What follows belongs to an exercise in optimizing a design on an open flow for small area, a short achievable clock period and few clock cycles; a production flow would make more cautious choices.
In this exercise RTL edits were held to simulation tests only and were not proved equivalent to the original.
No activity file was given, so power comes from the tool's default toggle rates.

// soc16_core
module soc16_core (
    input  wire        clk,
    input  wire        rst,           
    input  wire [8:0]  code_size,     
    output reg         mem_req,
    output reg         mem_we,
    output reg  [7:0]  mem_addr,
    output reg  [15:0] mem_wdata,
    input  wire        mem_ready,
    input  wire [15:0] mem_rdata,
    output reg         in_req,
    input  wire        in_valid,
    input  wire        in_eof,
    input  wire        in_abort,
    input  wire [15:0] in_data,
    output reg         out_valid,
    output reg  [15:0] out_data,
    input  wire        cancel,
    output reg         halted,
    output reg         faulted,
    output reg  [3:0]  fault_code,
    output reg  [15:0] fault_pc,
    output reg  [15:0] fault_word
);
For scale: about 470 flip-flops, roughly 130 I/O pins.
Settings: LEC_CHECK=0, CAP_MARGIN=20, CORE_MARGIN=2, CORE_UTILIZATION=40, SLEW_MARGIN=20; clock period 16.0 ns.
standard.sh (not shown) runs the stock make flow with config.mk's settings and CLKGATE_MAP_FILE= SYNTH_SCRIPT=/design/flow/synth_recipe.tcl, a recipe that flattens the netlist after the stock synthesis.
==> flow/flow/run.sh <==
#!/bin/bash
set -euo pipefail
bash standard.sh SETUP_SLACK_MARGIN=11.5 finish > flow_make.log 2>&1
Testbench counts at the start, summed over its fixed seeds: cycles 120,201.
Rerun with:
--- a/flow/design.v
+++ b/flow/design.v
@@ -227,20 +227,18 @@
     reg [8:0]  cs;         
     reg        iv;         
     reg [15:0] ir;         
     reg [8:0]  ipc;        
     reg [15:0] ra_sel;     
     reg [15:0] rb_sel;
     reg [8:0]  fq;         
     reg [7:0]  maddr;      
     reg        mwe;        
-    reg        acc_we;
-    reg [7:0]  acc_addr;
     reg [15:0] dq;         
     reg [3:0]  ld_rx;      
     reg [3:0]  fcode;
     reg        ovf_pend;   
     reg [15:0] rec_word;   
     reg [8:0]  rec_pc;
     wire [3:0] op   = ir[15:12];
     wire [3:0] rx   = ir[11:8];
     wire [3:0] ry   = ir[7:4];
@@ -383,33 +381,33 @@
     wire [8:0]  raddr    = i_jumpi ? ra_data[8:0] : {1'b0, imm};
     wire [15:0] x_val    = alu_res[15:0];
     wire [15:0] md_val   = (op == 4'h9) ? md_quot : md_rem;
     assign rf_wdata = ({16{st_m}}   & mem_rdata) |
                       ({16{st_rd}}  & in_data) |
                       ({16{st_div}} & md_val) |
                       ({16{st_x}}   & x_val);
     wire        x_wr     = (op == 4'h1) || (op == 4'hB) || (op == 4'h5) || (op == 4'h6) || (op == 4'h7);
     wire        rx_we    = st_rd || (st_div && md_done) || (st_x && iv && x_wr);
-    wire        ld_we    = st_m && !acc_we;
+    wire        ld_we    = st_m && !mwe;
     assign rf_we    = ({16{rx_we}} & (16'd1 << rx)) | ({16{ld_we}} & (16'd1 << ld_rx));
     wire        i_ldst   = (op == 4'h2) || (op == 4'h3) || (op == 4'h4);
     wire        n_m      = (xg && i_ldst && !go_fault) || (st_m && !mem_ready);
     wire        n_div    = (xg && i_md && !go_fault) || (st_div && !md_done);
     wire        n_rd     = (xg && i_read) || (st_rd && !in_valid && !in_eof && !in_abort);
     assign md_start = xg && i_md;
     wire done = halted || faulted;
     wire [8:0]  f_next = f_pt ? {1'b0, mem_rdata[7:0]} : fq + 9'd1;   
     wire [8:0]  nxt_fq = !ld_ir ? fq : redirect ? raddr : !mem_ready ? fq : f_next;
     wire        nxt_m  = (st_x && iv && i_ldst) || (st_m && !mem_ready);
     wire        x_st   = (op == 4'h3) || (op == 4'h4 && rz[0]);
     wire [7:0]  x_acc  = (op == 4'h4) ? ra_data[7:0] : imm;
-    wire [7:0]  nxt_acc_addr = st_x ? x_acc : acc_addr;
-    wire        nxt_acc_we   = st_x ? x_st : acc_we;
+    wire [7:0]  nxt_acc_addr = st_x ? x_acc : maddr;
+    wire        nxt_acc_we   = st_x ? x_st : mwe;
     wire n_x  = !go_fault && !go_halt && !n_m && !n_div && !n_rd && !done;
     always @(*) begin
         mem_req    = !done;
         mem_we     = mwe;
         mem_addr   = maddr;
         mem_wdata  = dq;
         out_data   = dq;
         in_req     = st_rd;
         fault_code = fcode;
@@ -456,16 +454,14 @@
                 faulted <= 1'b1;
                 fcode   <= nf_code;
             end
         end
         if (st_x && !ovf_pend) begin
             rec_word <= ir;
             rec_pc   <= iv ? ipc : fq;
         end
         if (st_x && iv) begin
-            acc_we   <= x_st;
-            acc_addr <= x_acc;
             ld_rx    <= rx;
             dq       <= (op == 4'h4) ? rb_data : ra_data;
         end
     end
 endmodule
The changed run finished clean. Final cell count rose slightly. Sequential power hardly moves. First-iteration DRC count grows by roughly a tenth. Non-clock buffer count rose by 11. Critical path depth falls by 4. Total power drops slightly.
Testbench counts after the change, summed over its fixed seeds: cycles 120,201.


## job 8021
Another version of the RTL of soc16_core (not shown whole).
Size in the first run: roughly 3,200 cells after synthesis, about 480 flip-flops, ~30,000 sq um of cells after synthesis.
Settings: LEC_CHECK=0, CAP_MARGIN=20, CORE_MARGIN=2, CORE_UTILIZATION=40, SLEW_MARGIN=20; clock period 16.0 ns.
Scripts as last shown in full above: flow/flow/run.sh
Testbench counts of job 8021, summed over its fixed seeds: cycles 120,201.
Setup changes, job 8021 to job 3362
--- a/flow/design.v
+++ b/flow/design.v
@@ -232,14 +232,12 @@
     reg        pt;         
     reg [15:0] ra_sel;     
     reg [15:0] rb_sel;
     reg [8:0]  fq;         
     reg [7:0]  maddr;      
     reg        mwe;        
-    reg        acc_we;
-    reg [7:0]  acc_addr;
     reg [15:0] dq;         
     reg [3:0]  ld_rx;      
     reg [3:0]  fcode;
     reg        ovf_pend;   
     reg [15:0] rec_word;   
     reg [8:0]  rec_pc;
@@ -386,27 +384,27 @@
     assign rf_wdata = ({16{st_m}}   & mem_rdata) |
                       ({16{st_rd}}  & in_data) |
                       ({16{st_div}} & md_val) |
                       ({16{st_x}}   & x_val);
     wire        x_wr     = (op == 4'h1) || (op == 4'hB) || (op == 4'h5) || (op == 4'h6) || (op == 4'h7);
     wire        rx_we    = st_rd || (st_div && md_done) || (st_x && iv && x_wr);
-    wire        ld_we    = st_m && !acc_we;
+    wire        ld_we    = st_m && !mwe;
     assign rf_we    = ({16{rx_we}} & (16'd1 << rx)) | ({16{ld_we}} & (16'd1 << ld_rx));
     wire        i_ldst   = (op == 4'h2) || (op == 4'h3) || (op == 4'h4);
     wire        n_m      = (xg && i_ldst && !go_fault) || (st_m && !mem_ready);
     wire        n_div    = (xg && i_md && !go_fault) || (st_div && !md_done);
     wire        n_rd     = (xg && i_read) || (st_rd && !in_valid && !in_eof && !in_abort);
     assign md_start = xg && i_md;
     wire done = halted || faulted;
     wire [8:0]  f_next = f_pt ? {1'b0, mem_rdata[7:0]} : fq + 9'd1;   
     wire [8:0]  nxt_fq = !ld_ir ? fq : redirect ? raddr : !mem_ready ? fq : f_next;
     wire        nxt_m  = (st_x && iv && i_ldst) || (st_m && !mem_ready);
     wire        x_st   = (op == 4'h3) || (op == 4'h4 && rz[0]);
     wire [7:0]  x_acc  = (op == 4'h4) ? ra_data[7:0] : imm;
-    wire [7:0]  nxt_acc_addr = st_x ? x_acc : acc_addr;
-    wire        nxt_acc_we   = st_x ? x_st : acc_we;
+    wire [7:0]  nxt_acc_addr = st_x ? x_acc : maddr;
+    wire        nxt_acc_we   = st_x ? x_st : mwe;
     wire n_x  = !go_fault && !go_halt && !n_m && !n_div && !n_rd && !done;
     always @(*) begin
         mem_req    = !done;
         mem_we     = mwe;
         mem_addr   = maddr;
         mem_wdata  = dq;
@@ -461,13 +459,11 @@
         end
         if (st_x && !ovf_pend) begin
             rec_word <= ir;
             rec_pc   <= iv ? ipc : fq;
         end
         if (st_x && iv) begin
-            acc_we   <= x_st;
-            acc_addr <= x_acc;
             ld_rx    <= rx;
             dq       <= (op == 4'h4) ? rb_data : ra_data;
         end
     end
 endmodule
==> run notes <==
Lower count of clock buffers in the final design among job 3362 and job 8021: job 3362. Job 3362 against job 8021; final instance area is down slightly. For the count of inverters not on the clock network in the layout, job 3362 came in 11% lower than job 8021 did. Compared to job 8021, the routing of job 3362 uses more wire. In job 3362, post-synthesis instance area is lower than in job 8021. Min number of register bits inferred by synthesis across job 3362 and job 8021: job 3362. On area of the multi-input gates, job 8021 tracks job 3362 almost exactly. Across both runs, starting density of the core was higher for job 3362 than for job 8021. Comparing job 3362 and job 8021, the lower layout sequential cell count is on job 3362. Taking job 8021 as the reference point, the power of job 3362 rises by 0.074 mW. Job 3362 against job 8021; cell count is down slightly.
Testbench counts of job 3362, summed over its fixed seeds: cycles 120,201.


rev 12:
soc16_core, a different RTL version from the one above (not shown whole).
Size in the first run: ~30,000 sq um of cells after synthesis.
==> module soc16_divider, before the edit <==
module soc16_divider (
    input  wire        clk,
    input  wire        rst,
    input  wire        start,       
    input  wire        load,        
    input  wire        is_mul,
    input  wire [15:0] x,           
    input  wire [15:0] y,           
    output wire        done,        
    output wire [15:0] quot,        
    output wire        quot_ovf,    
    output wire [15:0] rem,         
    output wire        mul_ovf      
);
    reg        busy;
    reg        fin;
    reg        first;      
    reg        mode_mul;
    reg [2:0]  count;      
    reg [15:0] q_reg;      
    reg [15:0] r_reg;      
    reg [15:0] d_mag;      
    reg [17:0] d3;         
    wire       d_one = (d_mag == 16'd1);
    reg        x_neg;
    reg        y_neg;
    reg        sticky;     
    wire [15:0] w  = x ^ {16{x[15]}};
    wire [15:0] v  = x[15] ? {w[14:0], 1'b1} : w;    
    wire [7:0]  vp = {|v[15:14], |v[13:12], |v[11:10], |v[9:8],
                      |v[7:6],   |v[5:4],   |v[3:2],   |v[1:0]};
    reg  [2:0]  k;
    always @(*) begin
        casez (vp)
            8'b1???????: k = 3'd7;
            8'b01??????: k = 3'd6;
            8'b001?????: k = 3'd5;
            8'b0001????: k = 3'd4;
            8'b00001???: k = 3'd3;
            8'b000001??: k = 3'd2;
            8'b0000001?: k = 3'd1;
            default:     k = 3'd0;
        endcase
    end
    wire [15:0] x_abs, y_abs;
    wire        x_co, y_co;
    soc16_add #(16) u_xabs (.a(x ^ {16{x[15]}}), .b(16'd0), .cin(x[15]), .s(x_abs), .cout(x_co));
    soc16_add #(16) u_yabs (.a(y ^ {16{y[15]}}), .b(16'd0), .cin(y[15]), .s(y_abs), .cout(y_co));
    wire [15:0] x_sh  = x_abs << {~k, 1'b0};
    wire [17:0] rs  = {r_reg, q_reg[15:14]};
    wire [17:0] c1, c2, c3;
    wire        g1, g2, g3c;      
    soc16_add #(18) u_c1 (.a(rs), .b(~{2'b0, d_mag}),       .cin(1'b1), .s(c1), .cout(g1));
    soc16_add #(18) u_c2 (.a(rs), .b(~{1'b0, d_mag, 1'b0}), .cin(1'b1), .s(c2), .cout(g2));
    soc16_add #(18) u_c3 (.a(rs), .b(~d3),                  .cin(1'b1), .s(c3), .cout(g3c));
    wire        g3  = first ? (d_one && q_reg[15:14] == 2'b11) : g3c;
    wire [1:0]  dig = g3 ? 2'd3 : g2 ? 2'd2 : g1 ? 2'd1 : 2'd0;
    reg  [15:0] rdiv;
    always @(*) begin
        case (dig)
            2'd3:    rdiv = first ? 16'd0 : c3[15:0];
            2'd2:    rdiv = c2[15:0];
            2'd1:    rdiv = c1[15:0];
            default: rdiv = rs[15:0];
        endcase
    end
    wire [18:0] m0 = {1'b0, r_reg, 2'b00};
    wire [18:0] m1 = q_reg[15] ? {2'b0, d_mag, 1'b0} : 19'd0;
    wire [18:0] m2 = q_reg[14] ? {3'b0, d_mag} : 19'd0;
    wire [18:0] ms = m0 ^ m1 ^ m2;                                     
    wire [18:0] mc = {(m0[17:0] & m1[17:0]) | (m0[17:0] & m2[17:0]) | (m1[17:0] & m2[17:0]), 1'b0};
    wire [18:0] macc;
    wire        m_co;
    soc16_add #(19) u_macc (.a(ms), .b(mc), .cin(1'b0), .s(macc), .cout(m_co));
    wire [17:0] d3_sum;
    wire        d3_co;
    soc16_add #(18) u_d3 (.a({2'b0, d_mag}), .b({1'b0, d_mag, 1'b0}), .cin(1'b0), .s(d3_sum), .cout(d3_co));
    always @(posedge clk) begin
        if (rst) begin
            busy <= 1'b0;
            fin  <= 1'b0;
        end else begin
            busy <= start || (busy && count != 3'd0);
            fin  <= busy && count == 3'd0;
        end
        if (load) begin
            first    <= 1'b1;
            mode_mul <= is_mul;
            count    <= k;
            q_reg    <= x_sh;
            r_reg    <= 16'd0;
            d_mag    <= y_abs;
            x_neg    <= x[15];
            y_neg    <= y[15];
            sticky   <= 1'b0;
        end else begin
            first    <= 1'b0;
            count    <= count - 3'd1;
            q_reg    <= {q_reg[13:0], dig};
            r_reg    <= mode_mul ? macc[15:0] : rdiv;
            sticky   <= sticky | (mode_mul & (macc[18:16] != 3'd0));
        end
        d3       <= d3_sum;
    end
    wire diff = x_neg ^ y_neg;
    wire rnz  = (r_reg != 16'd0);
    wire adj  = !mode_mul && diff && rnz;
    assign done     = fin;
    wire [15:0] q_neg;
    wire        qn_co;
    soc16_add #(16) u_qneg (.a(~q_reg), .b(16'd0), .cin(1'b1), .s(q_neg), .cout(qn_co));
    assign quot     = !diff ? q_reg : rnz ? ~q_reg : q_neg;
    assign quot_ovf = !diff && q_reg[15];
    assign mul_ovf  = sticky || (r_reg[15] && !(diff && r_reg[14:0] == 15'd0));
    wire sgn = mode_mul ? diff : y_neg;
    wire [15:0] rem_plain, rem_adj;
    wire        rp_co, ra_co;
    soc16_add #(16) u_remp (.a(r_reg ^ {16{sgn}}), .b(16'd0), .cin(sgn), .s(rem_plain), .cout(rp_co));  
    soc16_add #(16) u_rema (.a(sgn ? r_reg : d_mag), .b(~(sgn ? d_mag : r_reg)), .cin(1'b1),
                            .s(rem_adj), .cout(ra_co));                   
    assign rem = adj ? rem_adj : rem_plain;
endmodule
==> flow/config.mk <==
export PLATFORM = sky130hd
export DESIGN_NAME = soc16_core
export DESIGN_NICKNAME = soc16_core
export VERILOG_FILES = /design/flow/design.v
export SDC_FILE = /design/flow/constraint.sdc
export NUM_CORES = 4
export LEC_CHECK = 0
export CAP_MARGIN = 20
export CORE_MARGIN = 2
export CORE_UTILIZATION = 40
export SLEW_MARGIN = 20
==> flow/constraint.sdc <==
create_clock -name core_clock -period 16.0 [get_ports {clk}]
set_input_delay 3.2000 -clock core_clock [delete_from_list [all_inputs] [get_ports {clk}]]
set_output_delay 3.2000 -clock core_clock [all_outputs]
set_load 0.01 [all_outputs]
Scripts as last shown in full above: flow/flow/run.sh
Testbench counts of rev 12, summed over its fixed seeds: cycles 125,097.
Input-level comparison between rev 13 and rev 12:
diff --git a/flow/design.v b/flow/design.v
--- a/flow/design.v
+++ b/flow/design.v
@@ -48,13 +48,13 @@
     reg [17:0] d3;         
     wire       d_one = (d_mag == 16'd1);
     reg        x_neg;
     reg        y_neg;
     reg        sticky;     
     wire [15:0] w  = x ^ {16{x[15]}};
-    wire [15:0] v  = x[15] ? {w[14:0], 1'b1} : w;    
+    wire [15:0] v  = {w[14:0], x[15]};
     wire [7:0]  vp = {|v[15:14], |v[13:12], |v[11:10], |v[9:8],
                       |v[7:6],   |v[5:4],   |v[3:2],   |v[1:0]};
     reg  [2:0]  k;
     always @(*) begin
         casez (vp)
             8'b1???????: k = 3'd7;
Rev 12 reached the end of the flow, and the finished layout is clean on the timing, design-rule and antenna checks. Rev 13 ran to completion and came out clean on the timing, design-rule and antenna checks. From rev 12 to rev 13 the numbers moved as follows: sequential share of layout area went down 0.69 points; detailed-routed wire length on met3 lost 2100 um; area after synthesis -150 sq um; layout overhead on the synthesized area +3.1 points; clock network fraction of total power went up 1.3 points. Looking only at setup slack of the critical path after layout, and setting everything else aside, the higher value of rev 13 and rev 12 goes to rev 13. For vertical die dimension, rev 13 and rev 12 come out practically identical. Lower power consumed by combinational cells goes to rev 12 over rev 13. Summary — critical path depth, rev 13 relative to rev 12: lower, by 1. Relative to rev 12, the wire length measured on rev 13 has increased by a few percent. Rev 12 fits on a die that is larger than the die of rev 13. Rev 12 -> rev 13: cell count flat.
Testbench counts of rev 13, summed over its fixed seeds: cycles 127,672.

[separate check: timing with driven ports]
In the flow no input, the clock included, has a driving cell. The finished layouts below were timed again as built, in two steps. Step 1 assumes that a clkbuf_16 drives the clock port and a buf_2 every other input. Step 2 adds t to the input delays and takes it off the output delays; t is the mean of the earliest and latest rising clock arrival at the registers after step 1. Input paths then give back, and output paths get back, about the clock's delay inside the block. Slacks: no drivers / after step 1 / after step 2; pairs: no drivers / after step 1.
| run | t (ns) | setup WS [ns] | worst setup path at the end | worst slew at a driven data input, ns |
|---|---|---|---|---|
| the first run of note 1 | 0.680 | 10.876 / 10.876 / 10.621 | input to register | 0.06 |
| the second run of note 1 | 0.680 | 11.411 / 11.411 / 10.814 | input to register | 0.05 |
| job 8021 | 0.689 | 11.366 / 11.298 / 10.732 | input to register | 0.07 |
| job 3362 | 0.691 | 11.374 / 11.374 / 10.786 | input to register | 0.04 |
| rev 12 | 0.682 | 10.815 / 10.750 / 10.849 | input to register | 0.07 |
| rev 13 | 0.696 | 10.900 / 10.832 / 10.765 | input to register | 0.18 |
After both steps setup and hold are still met in every run listed. The setup slack of job 8021, which loses most, moves by -0.068 ns with the drivers and by -0.634 ns with both steps.
